From an optimization exercise on the open Yosys and OpenROAD flow, aimed at small area, a short achievable clock period and few clock cycles; shortcuts taken in it are not production practice. RTL that was checked went through simulation tests only; none was proved equivalent to the original. Power figures rest on the tool's default switching activity, not on a simulated workload.

==> run a <==
==> flow/design.v (excerpt) <==
module zc_demod (
    input  wire        clk,
    input  wire        rst,
    input  wire        cmd_valid,
    input  wire [31:0] cmd_data,
    output wire        cmd_ready,
    output reg         out_valid,
    output reg  [31:0] out_data,
    output wire [8:0]  status,
    output wire [63:0] sample_count
);
    localparam [16:0] LAST_IDX = 17'd99999;    
    localparam [1:0] FSM_SEARCH = 2'd0, FSM_LOCKED = 2'd1, FSM_CAPT = 2'd2;
    localparam [1:0] S_IDLE = 2'd0, S_HDR = 2'd1, S_DATA = 2'd2, S_END = 2'd3;
    localparam [1:0] PH_START = 2'd0, PH_ALIGN = 2'd1, PH_RUN = 2'd2;
    function automatic [7:0] cat_id(input [2:0] e);
        case (e)
            3'd0: cat_id = 8'h21;  3'd1: cat_id = 8'h12;
            3'd2: cat_id = 8'h07;  3'd3: cat_id = 8'h33;
            3'd4: cat_id = 8'h44;  3'd5: cat_id = 8'h55;
            3'd6: cat_id = 8'h66;  default: cat_id = 8'h77;
        endcase
    endfunction
    function automatic [7:0] cat_flen(input [2:0] e);
        case (e)
            3'd0: cat_flen = 8'd204;  3'd1: cat_flen = 8'd24;
            3'd2: cat_flen = 8'd20;   3'd3: cat_flen = 8'd18;
            3'd4: cat_flen = 8'd40;   3'd5: cat_flen = 8'd64;
            3'd6: cat_flen = 8'd30;   default: cat_flen = 8'd50;
        endcase
    endfunction
    function automatic [7:0] cat_minl(input [2:0] e);
        case (e)
            3'd0: cat_minl = 8'd20;  3'd1: cat_minl = 8'd8;
            3'd2: cat_minl = 8'd3;   3'd3: cat_minl = 8'd4;
            3'd4: cat_minl = 8'd5;   3'd5: cat_minl = 8'd10;
            3'd6: cat_minl = 8'd2;   default: cat_minl = 8'd6;
        endcase
    endfunction
    function automatic cat_msb(input [2:0] e);
        case (e)
            3'd1, 3'd3, 3'd6, 3'd7: cat_msb = 1'b0;
  ...
==> flow/config.mk <==
export PLATFORM = sky130hd
export DESIGN_NAME = zc_demod
export DESIGN_NICKNAME = zc_demod
export VERILOG_FILES = /design/flow/design.v
export SDC_FILE = /design/flow/constraint.sdc
export NUM_CORES = 4
export LEC_CHECK = 0
export ABC_AREA = 1
export CAP_MARGIN = 20
export CORE_MARGIN = 2
export CORE_UTILIZATION = 40
export CTS_CLUSTER_DIAMETER = 85
export CTS_CLUSTER_SIZE = 27
export PLACE_DENSITY = 0.6
export SLEW_MARGIN = 20
export SYNTH_HIERARCHICAL = 1
==> flow/constraint.sdc <==
create_clock -name core_clock -period 15.0 [get_ports {clk}]
set_input_delay 3.0000 -clock core_clock [delete_from_list [all_inputs] [get_ports {clk}]]
set_output_delay 3.0000 -clock core_clock [all_outputs]
set_load 0.01 [all_outputs]
standard.sh (not shown) runs the stock make flow with config.mk's settings and CLKGATE_MAP_FILE= SYNTH_SCRIPT=/design/flow/synth_recipe.tcl, a recipe that flattens the netlist after the stock synthesis.
==> flow/flow/run.sh <==
#!/bin/bash
# Standard layout (standard synthesis, floorplan, place, CTS, route), with
# repair_timing asked for more setup slack than the clock period needs, so
# that it shortens the critical paths, and port buffers that it can size.
set -euo pipefail
bash standard.sh finish SETUP_SLACK_MARGIN=10 "BUFFER_PORTS_ARGS=-buffer_cell sky130_fd_sc_hd__buf_2" > make_finish.log 2>&1
==> run b: changes against run a <==
- ABC_AREA: 1 -> unset
- CORE_UTILIZATION: 40 -> 60
- CTS_CLUSTER_DIAMETER: 85 -> 70
- CTS_CLUSTER_SIZE: 27 -> 24
- PLACE_DENSITY: 0.6 -> 0.75
==> run c: changes against run a <==
--- a/flow/design.v
+++ b/flow/design.v
@@ -89,15 +89,14 @@
     reg [5:0]  ptr;              
     reg [7:0]  pbyte;            
     reg        pend;
     reg [5:0]  pend_w;           
     reg [1:0]  pend_l;           
     reg [2:0]  widx;
     reg [5:0]  wj;
-    reg [5:0]  lastw;            
     reg        post_lock;
     reg [2:0]  post_e;
     reg [1:0]  post_ch;
     reg        post_inv;
     integer i;
     assign cmd_ready    = rdy;
     assign status       = {ctrl_raw, ctrl_inv, ill, cause, halt, fsm};
@@ -153,15 +152,15 @@
         case (widx)
             3'd0:    hdr_word = {4'h8, 3'b000, ctrl_raw, proto, 8'h00, flen};
             3'd1:    hdr_word = {15'd0, fr_start};
             3'd3:    hdr_word = {15'd0, fr_end};
             default: hdr_word = 32'd0;
         endcase
     end
-    wire data_last = (ptr == wj) && (wj == lastw);
+    wire data_last = (ptr == wj) && (wj == nwd - 6'd1);
     always @(posedge clk) begin
         for (i = 0; i < 50; i = i + 1)
             ring[i] <= ring[i + 1];
         ring[50] <= ring_in;
     end
     task clear_frame;
         begin
@@ -218,14 +217,15 @@
             phase     <= PH_START;
             cv0       <= 1'b0;
             cv1       <= 1'b0;
             cv2       <= 1'b0;
             halt      <= 1'b1;
             cause     <= why;
             out_valid <= 1'b1;
+            out_data  <= {4'h9, 25'd0, why};
         end
     endtask
     task reset_all;
         begin
             clear_frame;
             st       <= S_IDLE;
             rdy      <= 1'b1;
@@ -247,20 +247,15 @@
             marks1   <= 3'd0;
             marks2   <= 2'd0;
             ptr      <= 6'd0;
         end
     endtask
     always @(posedge clk) begin
         out_valid <= 1'b0;
-        case (st)
-            S_IDLE:  out_data <= {4'h9, 26'd0, cmd_data[30] ? {cmd_data[28], 1'b1} : 2'b10};
-            S_HDR:   out_data <= hdr_word;
-            S_DATA:  out_data <= ring_rd;
-            default: out_data <= {4'h9, 25'd0, 3'd2};
-        endcase
+        out_data  <= ring_rd;
         ptr       <= (ptr == 6'd50) ? 6'd0 : ptr + 6'd1;
         if (ring_wr) pend <= 1'b0;
         if (rst || ev_reset) begin
             reset_all;
         end else begin
             case (st)
             S_IDLE: begin
@@ -328,15 +323,15 @@
                         else if (cap)  do_capture;
                         if (at_last) do_halt(3'd2);
                     end
                 end
             end
             S_HDR: begin
                 out_valid <= 1'b1;
-                lastw     <= nwd - 6'd1;
+                out_data  <= hdr_word;
                 widx      <= widx + 3'd1;
                 wj        <= 6'd0;
                 if (widx == 3'd4) st <= S_DATA;
             end
             S_DATA: begin
                 if (ptr == wj) begin
                     out_valid <= 1'b1;
==> flow/flow/run.sh (replaced) <==
#!/bin/bash
# Standard layout (standard synthesis, floorplan, place, CTS, route), with
# repair_timing asked for more setup slack than the clock period needs, so
# that it shortens the critical paths, and port buffers that it can size.
set -euo pipefail
bash standard.sh finish SETUP_SLACK_MARGIN=10.5 "BUFFER_PORTS_ARGS=-buffer_cell sky130_fd_sc_hd__buf_2" > make_finish.log 2>&1
- ABC_AREA: 1 -> unset
- CTS_CLUSTER_DIAMETER: 85 -> 70
- CTS_CLUSTER_SIZE: 27 -> 24
==> summary of the runs <==
Run b finished with timing, DRC and antenna clean. Run a passed the timing, design-rule and antenna checks. Run c finished with timing, DRC and antenna clean.
Final cell count: run b is smaller than run a (23%).
Of run b and run c, run c has the higher wire length (gap 5.9%, measured against run c).
Sequential power is about the same in run a and run b.
The lowest first-iteration DRC count belongs to run b, the highest to run a.
Between run a and run c, the lower power is in run a (gap 1.0%, measured against run c).
The lowest clock skew belongs to run a, the highest to run b.
Of run c and run a, run a has the higher synthesized cell count (gap 21%, measured against run a).
Cell area: run c > run a > run b.
==> figures <==
	run a	run c	run b
Placed instance count	5,954	4,974	4,461
Number of enable-type register cells in the synthesized netlist	277	271	277
Area taken by flip-flops and latches	43,300 µm²	43,100 µm²	43,300 µm²
Final Instance Area	58,400 µm²	59,400 µm²	57,400 µm²
Cts bufs inserted	87	96	98
Detail-routed via count per cell	4.33	4.61	5.06
Cell count after synthesis	4,128	3,277	3,277
Leak Pwr	23.2 nW	21.7 nW	21.4 nW
Complex-gate fraction of the synthesized area	0.0322	0.0397	0.0348
Total Power	0.00822 W	0.00830 W	0.00839 W
Initial cell density of the core	0.401	0.404	0.607
Number of tap cells added at floorplan	1,768	1,662	1,144
Post-DR wirelength/cell	13.8 µm	16.7 µm	17.7 µm
Crit path required time	15,320 ps	15,590 ps	15,620 ps
Core utilization of the finished layout	0.440	0.465	0.673
Met3 track utilization from global routing	0.0232	0.0371	0.0243
Post-synthesis mux area share	0.000633	0.0198	0.0212
Outcome	no timing/DRC/antenna violations	no timing/DRC/antenna violations	no timing/DRC/antenna violations
Testbench counts of run a, summed over its fixed seeds: cycles 390,972.
Testbench counts of run b, summed over its fixed seeds: cycles 390,972.
Only the layout flow was run in run c; the RTL was not checked for function there.

==> inputs of 01-03 <==
Another version of the RTL of zc_demod (not shown whole).
Design zc_demod, start of the top module:
module zc_demod (
    input  wire        clk,
    input  wire        rst,
    input  wire        cmd_valid,
    input  wire [31:0] cmd_data,
    output wire        cmd_ready,
    output reg         out_valid,
    output reg  [31:0] out_data,
    output wire [8:0]  status,
    output wire [63:0] sample_count
);
    localparam [16:0] LAST_IDX = 17'd99999;    
    localparam [1:0] FSM_SEARCH = 2'd0, FSM_LOCKED = 2'd1, FSM_CAPT = 2'd2;
    localparam [1:0] S_IDLE = 2'd0, S_HDR = 2'd1, S_DATA = 2'd2, S_END = 2'd3;
    localparam [1:0] PH_START = 2'd0, PH_ALIGN = 2'd1, PH_RUN = 2'd2;
    localparam [47:0] PAT0 = 48'h6969_6969_6910;
    localparam [63:0] PAT1 = 64'hA5F0_3C96_E14B_7D28;
    localparam [31:0] PAT3 = 32'hB34F_0A5C;
    localparam [39:0] PAT5 = 40'hE8_1D4B_2796;
    localparam [39:0] PAT6 = 40'h17_E2B4_D869;
    function automatic [7:0] cat_id(input [2:0] e);
        case (e)
            3'd0: cat_id = 8'h21;  3'd1: cat_id = 8'h12;
            3'd2: cat_id = 8'h07;  3'd3: cat_id = 8'h33;
            3'd4: cat_id = 8'h44;  3'd5: cat_id = 8'h55;
            3'd6: cat_id = 8'h66;  default: cat_id = 8'h77;
        endcase
    endfunction
    function automatic [7:0] cat_flen(input [2:0] e);
        case (e)
            3'd0: cat_flen = 8'd204;  3'd1: cat_flen = 8'd24;
            3'd2: cat_flen = 8'd20;   3'd3: cat_flen = 8'd18;
            3'd4: cat_flen = 8'd40;   3'd5: cat_flen = 8'd64;
            3'd6: cat_flen = 8'd30;   default: cat_flen = 8'd50;
        endcase
    endfunction
    function automatic [7:0] cat_minl(input [2:0] e);
        case (e)
            3'd0: cat_minl = 8'd20;  3'd1: cat_minl = 8'd8;
            3'd2: cat_minl = 8'd3;   3'd3: cat_minl = 8'd4;
            3'd4: cat_minl = 8'd5;   3'd5: cat_minl = 8'd10;
            3'd6: cat_minl = 8'd2;   default: cat_minl = 8'd6;
        endcase
    endfunction
    function automatic cat_msb(input [2:0] e);
  ...
clock: 15.0 ns
lec_check: 0
cap_margin: 20
core_margin: 2
core_utilization: 40
place_density: 0.6
slew_margin: 20
run.sh (not shown) runs the stock make flow with config.mk's settings and CLKGATE_MAP_FILE= SYNTH_SCRIPT=/design/flow/synth_recipe.tcl, a recipe that flattens the netlist after the stock synthesis.
Stock flow here: none of the scripts above is used.
==> 05-22: changes against 01-03 <==
--- a/flow/design.v
+++ b/flow/design.v
@@ -58,25 +58,27 @@
         case (e)
             3'd0, 3'd4: cat_coal = 8'h10;
             default:    cat_coal = 8'h7E;
         endcase
     endfunction
     reg [1:0]  st;
-    reg        rdy;              
     reg        ctrl_inv, ctrl_raw, ill, halt;
     reg [2:0]  cause;
     reg [1:0]  fsm;
     reg [16:0] idx;
     reg [1:0]  phase;
     reg        pol;
+    reg [7:0]  run_len;          
     reg [16:0] run_start;
     reg [46:0] hist0;
     reg [62:0] hist1;
     reg [38:0] hist2;
     reg [5:0]  fill0, fill1, fill2;    
-    reg [6:0]  eff0, eff1, eff2;       
+    reg [2:0]  carry0;
+    reg [3:0]  carry1;
+    reg [4:0]  carry2;
     reg        cv0, cv1, cv2;
     reg [2:0]  marks0;                 
     reg [2:0]  marks1;                 
     reg [1:0]  marks2;                 
     reg [2:0]  lk_e;
     reg [1:0]  lk_ch;
@@ -96,40 +98,42 @@
     reg [5:0]  wj;
     reg        post_lock;
     reg [2:0]  post_e;
     reg [1:0]  post_ch;
     reg        post_inv;
     integer i;
-    assign cmd_ready    = rdy;
+    assign cmd_ready    = (st == S_IDLE);
     assign status       = {ctrl_raw, ctrl_inv, ill, cause, halt, fsm};
     assign sample_count = {47'd0, idx};
     wire c_nop    = (cmd_data == 32'h0000_0000);
     wire c_sample = (cmd_data[31:16] == 16'h1000);
     wire c_setinv = (cmd_data[31:1] == 31'h1000_0000);
     wire c_setraw = (cmd_data[31:1] == 31'h1800_0000);
     wire c_eos    = (cmd_data == 32'h4000_0000);
     wire c_iofail = (cmd_data == 32'h5000_0000);
     wire c_reset  = (cmd_data == 32'hF000_0000);
     wire c_ill    = !(c_nop | c_sample | c_setinv | c_setraw | c_eos | c_iofail | c_reset);
-    wire accept = cmd_valid && rdy;
+    wire accept = cmd_valid && (st == S_IDLE);
     wire s_zero = (cmd_data[15:0] == 16'd0);
     wire s_pol  = ctrl_inv ? (cmd_data[15] | s_zero) : !cmd_data[15];
-    wire pe_if1    = (phase == PH_RUN) && !pol;
-    wire pe_if0    = (phase == PH_RUN) && pol;
-    wire pulse_end = s_pol ? pe_if1 : pe_if0;
+    wire pulse_end = (phase == PH_RUN) && (s_pol != pol);
     wire [16:0] idx_inc = idx + 17'd1;
     wire        at_last = (idx == LAST_IDX);
-    wire hold0 = (eff0 <= 7'd7);
-    wire bit0  = (eff0 >= 7'd8)  && (eff0 <= 7'd12);
-    wire mk0   = (eff0 >= 7'd18) && (eff0 <= 7'd22);
-    wire hold1 = (eff1 <= 7'd14);
-    wire bit1  = (eff1 >= 7'd15) && (eff1 <= 7'd24);
-    wire mk1   = (eff1 >= 7'd35) && (eff1 <= 7'd44);
-    wire hold2 = (eff2 <= 7'd29);
-    wire bit2  = (eff2 >= 7'd30) && (eff2 <= 7'd49);
-    wire mk2   = (eff2 >= 7'd70) && (eff2 <= 7'd89);
+    wire       big  = run_len[7];
+    wire [7:0] eff0 = cv0 ? ({1'b0, run_len[6:0]} + {5'd0, carry0}) : {1'b0, run_len[6:0]};
+    wire [7:0] eff1 = cv1 ? ({1'b0, run_len[6:0]} + {4'd0, carry1}) : {1'b0, run_len[6:0]};
+    wire [7:0] eff2 = cv2 ? ({1'b0, run_len[6:0]} + {3'd0, carry2}) : {1'b0, run_len[6:0]};
+    wire hold0 = !big && (eff0 <= 8'd7);
+    wire bit0  = !big && (eff0 >= 8'd8)  && (eff0 <= 8'd12);
+    wire mk0   = !big && (eff0 >= 8'd18) && (eff0 <= 8'd22);
+    wire hold1 = !big && (eff1 <= 8'd14);
+    wire bit1  = !big && (eff1 >= 8'd15) && (eff1 <= 8'd24);
+    wire mk1   = !big && (eff1 >= 8'd35) && (eff1 <= 8'd44);
+    wire hold2 = !big && (eff2 <= 8'd29);
+    wire bit2  = !big && (eff2 >= 8'd30) && (eff2 <= 8'd49);
+    wire mk2   = !big && (eff2 >= 8'd70) && (eff2 <= 8'd89);
     wire b0 = !cv0, b1 = !cv1, b2 = !cv2;
     wire f0_48 = (fill0 >= 6'd47);
     wire f0_32 = (fill0 >= 6'd31);
     wire f1_64 = (fill1 >= 6'd63);
     wire f2_40 = (fill2 >= 6'd39);
     wire a0n = f0_48 && (hist0[46:0] ==  PAT0[47:1]);
@@ -269,13 +273,12 @@
         end
     endtask
     task reset_all;
         begin
             clear_frame;
             st       <= S_IDLE;
-            rdy      <= 1'b1;
             ctrl_inv <= 1'b0;
             ctrl_raw <= 1'b0;
             ill      <= 1'b0;
             halt     <= 1'b0;
             cause    <= 3'd0;
             fsm      <= FSM_SEARCH;
@@ -312,41 +315,38 @@
                         pol <= s_pol;
                         if (phase == PH_START) begin
                             phase <= PH_ALIGN;
                         end else if (phase == PH_ALIGN) begin
                             if (!pol && s_pol) begin
                                 phase     <= PH_RUN;
-                                eff0      <= 7'd1;
-                                eff1      <= 7'd1;
-                                eff2      <= 7'd1;
+                                run_len   <= 8'd1;
                                 run_start <= idx;
                             end
                         end else if (!pulse_end) begin
-                            if (eff0 != 7'd127) eff0 <= eff0 + 7'd1;
-                            if (eff1 != 7'd127) eff1 <= eff1 + 7'd1;
-                            if (eff2 != 7'd127) eff2 <= eff2 + 7'd1;
+                            if (!big) run_len <= run_len + 8'd1;
                         end
                         if (pulse_end) begin
-                            cv0  <= hold0;
-                            eff0 <= hold0 ? eff0 + 7'd1 : 7'd1;
+                            run_len <= 8'd1;
+                            if (hold0) begin carry0 <= eff0[2:0]; cv0 <= 1'b1; end
+                            else cv0 <= 1'b0;
                             if (bit0) begin
                                 marks0 <= 3'd0;
                                 hist0  <= {hist0[45:0], b0};
                                 if (fill0 != 6'd47) fill0 <= fill0 + 6'd1;
                             end
                             if (mk0 && marks0 != 3'd7) marks0 <= marks0 + 3'd1;
-                            cv1  <= hold1;
-                            eff1 <= hold1 ? eff1 + 7'd1 : 7'd1;
+                            if (hold1) begin carry1 <= eff1[3:0]; cv1 <= 1'b1; end
+                            else cv1 <= 1'b0;
                             if (bit1) begin
                                 marks1 <= 3'd0;
                                 hist1  <= {hist1[61:0], b1};
                                 if (fill1 != 6'd63) fill1 <= fill1 + 6'd1;
                             end
                             if (mk1 && marks1 != 3'd5) marks1 <= marks1 + 3'd1;
-                            cv2  <= hold2;
-                            eff2 <= hold2 ? eff2 + 7'd1 : 7'd1;
+                            if (hold2) begin carry2 <= eff2[4:0]; cv2 <= 1'b1; end
+                            else cv2 <= 1'b0;
                             if (bit2) begin
                                 marks2 <= 2'd0;
                                 hist2  <= {hist2[37:0], b2};
                                 if (fill2 != 6'd39) fill2 <= fill2 + 6'd1;
                             end
                             if (mk2 && marks2 != 2'd3) marks2 <= marks2 + 2'd1;
@@ -355,13 +355,12 @@
                                 post_lock <= any_lock;
                                 post_e    <= g_e;
                                 post_ch   <= g_ch;
                                 post_inv  <= g_inv;
                                 widx      <= 3'd0;
                                 st        <= S_HDR;
-                                rdy       <= 1'b0;
                             end else begin
                                 idx       <= idx_inc;
                                 run_start <= idx;
                                 if (any_lock)  do_lock(g_e, g_ch, g_inv);
                                 else if (cap)  do_capture;
                                 if (at_last) do_halt(3'd2);
@@ -402,19 +401,17 @@
                     if (post_lock) begin
                         do_lock(post_e, post_ch, post_inv);
                     end else begin
                         clear_frame;
                         fsm <= FSM_SEARCH;
                     end
-                    st  <= at_last ? S_END : S_IDLE;
-                    rdy <= !at_last;
+                    st <= at_last ? S_END : S_IDLE;
                 end
             end
             default: begin  
                 do_halt(3'd2);
-                st  <= S_IDLE;
-                rdy <= 1'b1;
+                st <= S_IDLE;
             end
             endcase
         end
     end
 endmodule
==> out/qor.txt <==
Synth Area in Simple Gates = 7.297%
Met2 WL post-DR = 37.17 mm
Critical path capture point = stage[31]
Synth Area in Compound Gates = 4.444%
Buffering overhead = 1.753%
Status = no timing/DRC/antenna violations
ClkCell Share = 9.944%
-- figures above: 05-22

==> out/qor.txt <==
Status = no timing/DRC/antenna violations
Met2 WL post-DR = 34.86 mm
Critical path capture point = fill2[5]
ClkCell Share = 9.900%
Synth Area in Simple Gates = 6.889%
Synth Area in Compound Gates = 4.201%
Final Hold Vio Count = 0
Top Family by Delay on Critical Path = simple AND/OR/NAND/NOR gates
Buffering overhead = 1.721%
-- figures above: 01-03

Testbench counts of 05-22, summed over its fixed seeds: cycles 390,921.
Function not checked in 01-03: the RTL went through the layout flow alone.

==> port drivers added, routing unchanged <==
No port has a modelled driver above. Below, the same layouts with a new extraction and two added sets of constraints.
Step 1, drivers: a clkbuf_16 drives clk and a buf_2 each remaining input, both assumed.
Step 2 times the ports against the registers' clock, not the clock port: input delays grow and output delays shrink by t, the midpoint of the rising clock arrivals with the driver on.
a / b / c = ideal ports / drivers / drivers and shift; a / b = the first two.
| run | shift t [ns] | setup WS [ns] | worst setup path after step 2 |
|---|---|---|---|
| run a | 0.748 | 10.101 / 10.150 / 9.402 | input to register |
| run b | 0.743 | 9.888 / 9.929 / 9.186 | input to register |
| run c | 0.760 | 9.717 / 9.753 / 8.993 | input to register |
| 01-03 | 0.845 | 8.613 / 8.665 / 7.820 | input to register |
| 05-22 | 0.859 | 8.160 / 8.203 / 7.344 | input to register |
After both steps setup and hold are still met in every run listed. For 05-22, which loses most, drivers alone change the setup slack by +0.043 ns; drivers and shift together by -0.816 ns.
